This design comes from an exercise in tuning for small area on the open sky130 flow, not from production work.
Only simulation tests tie the RTL to the original design; equivalence was not proved.

==> job 5958 <==
## sam_cell_decoder
module sam_cell_decoder (
    input  wire         clk,
    input  wire         rst,               
    input  wire         ct_we,
    input  wire [3:0]   ct_idx,
    input  wire [7:0]   ct_val,
    input  wire         cell_valid,
    input  wire [1:0]   cell_kind,         
    input  wire [1:0]   cell_mode,         
    input  wire         cell_flash,        
    input  wire [3:0]   cell_border,       
    input  wire [3:0]   cell_old_border,   
    input  wire [31:0]  cell_data,         
    output reg          px_valid,
    output wire [127:0] px,                
    output wire         px_hires
);
==> module sam_cell_decoder, before the edit <==
module sam_cell_decoder (
    input  wire         clk,
    input  wire         rst,               
    input  wire         ct_we,
    input  wire [3:0]   ct_idx,
    input  wire [7:0]   ct_val,
    input  wire         cell_valid,
    input  wire [1:0]   cell_kind,         
    input  wire [1:0]   cell_mode,         
    input  wire         cell_flash,        
    input  wire [3:0]   cell_border,       
    input  wire [3:0]   cell_old_border,   
    input  wire [31:0]  cell_data,         
    output reg          px_valid,
    output wire [127:0] px,                
    output wire         px_hires
);
    reg       p_we, p_rst;
    reg [3:0] p_idx;
    reg [7:0] p_val;
    always @(posedge clk) begin
        p_rst <= rst;
        p_we  <= ct_we & ~rst;
        p_idx <= ct_idx;
        p_val <= ct_val;
    end
    reg [7:0] ct [0:15];
    integer e;
    always @(posedge clk) begin
        for (e = 0; e < 16; e = e + 1)
            if (p_rst || (p_we && p_idx == e))
                ct[e] <= p_rst ? 8'h00 : p_val;
    end
    wire screen = (cell_kind == 2'd1);
    wire toggle = (cell_kind == 2'd2);
    wire m34    = screen & cell_mode[1];
    wire m3     = m34 & ~cell_mode[0];
    wire [7:0] d = cell_data[31:24];
    wire [7:0] a = cell_data[23:16];
    wire       swap   = cell_flash & a[7];
    wire [3:0] ink    = {a[6], a[2:0]};
    wire [3:0] paper  = {a[6], a[5:3]};
    wire [3:0] fg     = swap ? paper : ink;
    wire [3:0] bg     = swap ? ink   : paper;
    reg [3:0] idx_n [0:7];
    integer i;
    always @* begin
        for (i = 0; i < 8; i = i + 1) begin
            if (m34)
                idx_n[i] = m3 ? {cell_data[29 - 4 * i -: 2], cell_data[31 - 4 * i -: 2]}
                              : cell_data[31 - 4 * i -: 4];
            else if (screen)
                idx_n[i] = d[7 - i] ? fg : bg;
            else if (toggle && i == 0)
                idx_n[i] = cell_old_border;
            else
                idx_n[i] = cell_border;
        end
    end
    reg [3:0] idx_r [0:7];
    reg       m3_r, tg_r;
    integer r;
    always @(posedge clk) begin
        px_valid <= cell_valid & ~rst;
        m3_r     <= m3;
        tg_r     <= toggle;
        for (r = 0; r < 8; r = r + 1)
            idx_r[r] <= idx_n[r];
    end
    assign px_hires = m3_r;
    wire [7:0] port [0:7];
    wire [3:0] oddsel [0:7];    
    genvar g, k;
    generate
        for (g = 0; g < 8; g = g + 1) begin : rd
            wire [3:0] hi = idx_r[g][3:2];
            wire [3:0] lo = idx_r[g][1:0];
            wire [3:0] ph, pl, u;
            for (k = 0; k < 4; k = k + 1) begin : pd
                assign ph[k] = (hi == k);
                assign pl[k] = (lo == k);
                assign oddsel[g][k] = m3_r & ph[k];
            end
            assign u = {ph[3:1] & {3{~m3_r}}, ph[0] | m3_r};
            wire [15:0] oh;
            for (k = 0; k < 16; k = k + 1) begin : oh_g
                assign oh[k] = u[k / 4] & pl[k % 4];
            end
            reg [7:0] acc;
            integer q;
            always @* begin
                acc = 8'h00;
                for (q = 0; q < 16; q = q + 1)
                    acc = acc | ({8{oh[q]}} & ct[q]);
            end
            assign port[g] = acc;
        end
    endgenerate
    generate
        for (g = 0; g < 8; g = g + 1) begin : pix
            wire [7:0] even, odd, base;
            if (g == 0) begin : p0
                assign even = tg_r ? {port[0][5:0], port[0][7:6]} : port[0];
                assign base = tg_r ? port[1] : port[0];
            end else begin : pn
                assign even = port[g];
                assign base = port[g];
            end
            assign odd = ({8{~m3_r}} & base)
                       | ({8{oddsel[g][0]}} & ct[0])
                       | ({8{oddsel[g][1]}} & ct[1])
                       | ({8{oddsel[g][2]}} & ct[2])
                       | ({8{oddsel[g][3]}} & ct[3]);
            assign px[16 * g +: 8]     = even;
            assign px[16 * g + 8 +: 8] = odd;
        end
    endgenerate
endmodule
Settings: LEC_CHECK=0, ABC_AREA=1, CAP_MARGIN=20, CORE_MARGIN=2, CORE_UTILIZATION=30, PLACE_DENSITY=0.36, SLEW_MARGIN=20; clock period 5.0 ns.
run.sh (not shown) runs the stock make flow with config.mk's settings and CLKGATE_MAP_FILE= SYNTH_SCRIPT=/design/flow/synth_recipe.tcl, a recipe that flattens the netlist after the stock synthesis.
==> inputs of job 7635, as changes to job 5958 <==
--- a/flow/design.v
+++ b/flow/design.v
@@ -48,6 +48,5 @@
         for (i = 0; i < 8; i = i + 1) begin
             if (m34)
-                idx_n[i] = m3 ? {cell_data[29 - 4 * i -: 2], cell_data[31 - 4 * i -: 2]}
-                              : cell_data[31 - 4 * i -: 4];
+                idx_n[i] = cell_data[31 - 4 * i -: 4];
             else if (screen)
                 idx_n[i] = d[7 - i] ? fg : bg;
@@ -58,5 +57,5 @@
         end
     end
-    reg [3:0] idx_r [0:7];
+    reg [3:0] idx_rn [0:7];
     reg       m3_r, tg_r;
     integer r;
@@ -66,50 +65,54 @@
         tg_r     <= toggle;
         for (r = 0; r < 8; r = r + 1)
-            idx_r[r] <= idx_n[r];
+            idx_rn[r] <= ~idx_n[r];    
     end
     assign px_hires = m3_r;
     wire [7:0] port [0:7];
-    wire [3:0] oddsel [0:7];    
+    wire [7:0] portb [0:7];   
     genvar g, k;
     generate
         for (g = 0; g < 8; g = g + 1) begin : rd
-            wire [3:0] hi = idx_r[g][3:2];
-            wire [3:0] lo = idx_r[g][1:0];
-            wire [3:0] ph, pl, u;
+            wire [1:0] hi = ~idx_rn[g][3:2];
+            wire [1:0] lo = ~idx_rn[g][1:0];
+            wire [3:0] ph, pl;
             for (k = 0; k < 4; k = k + 1) begin : pd
                 assign ph[k] = (hi == k);
                 assign pl[k] = (lo == k);
-                assign oddsel[g][k] = m3_r & ph[k];
             end
-            assign u = {ph[3:1] & {3{~m3_r}}, ph[0] | m3_r};
-            wire [15:0] oh;
-            for (k = 0; k < 16; k = k + 1) begin : oh_g
-                assign oh[k] = u[k / 4] & pl[k % 4];
+            wire [15:4] oh;
+            wire [3:0]  sel_e, sel_o;
+            for (k = 4; k < 16; k = k + 1) begin : oh_g
+                assign oh[k] = ~m3_r & ph[k / 4] & pl[k % 4];
             end
-            reg [7:0] acc;
+            for (k = 0; k < 4; k = k + 1) begin : lo_g
+                assign sel_e[k] = m3_r ? ph[k] : (ph[0] & pl[k]);
+                assign sel_o[k] = pl[k] & (m3_r | ph[0]);
+            end
+            reg [7:0] acc_h, acc_l, acc_o;
             integer q;
             always @* begin
-                acc = 8'h00;
-                for (q = 0; q < 16; q = q + 1)
-                    acc = acc | ({8{oh[q]}} & ct[q]);
+                acc_h = 8'h00;
+                for (q = 4; q < 16; q = q + 1)
+                    acc_h = acc_h | ({8{oh[q]}} & ct[q]);
+                acc_l = 8'h00;
+                acc_o = 8'h00;
+                for (q = 0; q < 4; q = q + 1) begin
+                    acc_l = acc_l | ({8{sel_e[q]}} & ct[q]);
+                    acc_o = acc_o | ({8{sel_o[q]}} & ct[q]);
+                end
             end
-            assign port[g] = acc;
+            assign port[g]  = acc_h | acc_l;
+            assign portb[g] = acc_h | acc_o;
         end
     endgenerate
     generate
         for (g = 0; g < 8; g = g + 1) begin : pix
-            wire [7:0] even, odd, base;
+            wire [7:0] even, odd;
             if (g == 0) begin : p0
                 assign even = tg_r ? {port[0][5:0], port[0][7:6]} : port[0];
-                assign base = tg_r ? port[1] : port[0];
             end else begin : pn
                 assign even = port[g];
-                assign base = port[g];
             end
-            assign odd = ({8{~m3_r}} & base)
-                       | ({8{oddsel[g][0]}} & ct[0])
-                       | ({8{oddsel[g][1]}} & ct[1])
-                       | ({8{oddsel[g][2]}} & ct[2])
-                       | ({8{oddsel[g][3]}} & ct[3]);
+            assign odd = (g == 0 && tg_r) ? port[1] : portb[g];
             assign px[16 * g +: 8]     = even;
             assign px[16 * g + 8 +: 8] = odd;
==> flow/flow/run.sh (new file) <==
#!/bin/bash
# Standard ORFS layout with these changes:
#  - port buffers use sky130_fd_sc_hd__buf_1
#  - CTS without dummy loads, with smaller clock buffers
# Every tool's output goes to a log file in this folder.
set -euo pipefail
W=$(pwd)
rm -rf "$W/scripts"
cp -r "$FLOW_HOME/scripts" "$W/scripts"
cp "$W/flow/abc_area.script" "$W/scripts/abc_area.script"
bash "$W/standard.sh" SCRIPTS_DIR="$W/scripts" \
  BUFFER_PORTS_ARGS="-buffer_cell sky130_fd_sc_hd__buf_1" \
  CTS_ARGS="-sink_clustering_enable -repair_clock_nets -dont_use_dummy_load -buf_list {sky130_fd_sc_hd__clkbuf_4 sky130_fd_sc_hd__clkbuf_8}" \
  finish > "$W/flow_make.log" 2>&1
==> flow/flow/abc_area.script (new file) <==
strash
dc2
&get -n
&dch -f
&nf -p -R 1000
&put
&get -n
&dch -f
&nf -p -R 1000
&put
&get -n
&dch -f
&nf -p -R 1000
&put
&get -n
&dch -f
&nf -p -R 1000
&put
topo
==> flow/standard.sh (new file) <==
#!/bin/bash
# synth_recipe.tcl (not shown) runs the flow's synth.tcl, then flattens the netlist and writes it again
# the make line also repeats each setting of config.mk as NAME=value (left out here)
make -C /OpenROAD-flow-scripts/flow DESIGN_CONFIG=/design/flow/config.mk WORK_HOME=/design/flow/orfs CLKGATE_MAP_FILE= SYNTH_SCRIPT=/design/flow/synth_recipe.tcl "${@:-finish}"
removed: flow/run.sh
==> results_dict.tcl <==
set metrics [dict create \
    status "finished clean" \
    layout_commonest_cell "nand2_1" \
    peakVddDrop_mv 0.4740 \
    crit_start "idx_r[4][3]" \
]
The numbers above come from job 5958.

==> results_dict.tcl <==
set metrics [dict create \
    status "finished clean" \
    die_area_sq_mm 0.04490 \
    peakVddDrop_mv 0.2151 \
    hold_ws_ps 534.7 \
    crit_start "m3_r" \
    layout_commonest_cell "a222oi_1" \
    seq_cells 177 \
    track_usage_pct 41.53 \
]
The numbers above come from job 7635.

## separate check: timing with driven ports
No port has a modelled driver above. Below, the same layouts with a new extraction and two added sets of constraints.
Step 1 assumes that a clkbuf_16 drives the clock port and a buf_2 every other input.
Step 2, shift: input delay + t, output delay - t, t = (earliest + latest rising clock arrival at the registers) / 2. This alone moves slack from input paths to output paths.
Three values: ideal ports, drivers, drivers and shift; two values: the first two.
| run | t (ns) | setup WS [ns] | latest minus earliest clock arrival (ns) |
|---|---|---|---|
| job 5958 | 0.498 | 0.269 / 0.216 / 0.714 | 0.042 / 0.043 |
| job 7635 | 0.596 | 0.431 / 0.378 / 0.974 | 0.050 / 0.050 |
After both steps setup and hold are still met in every run listed.
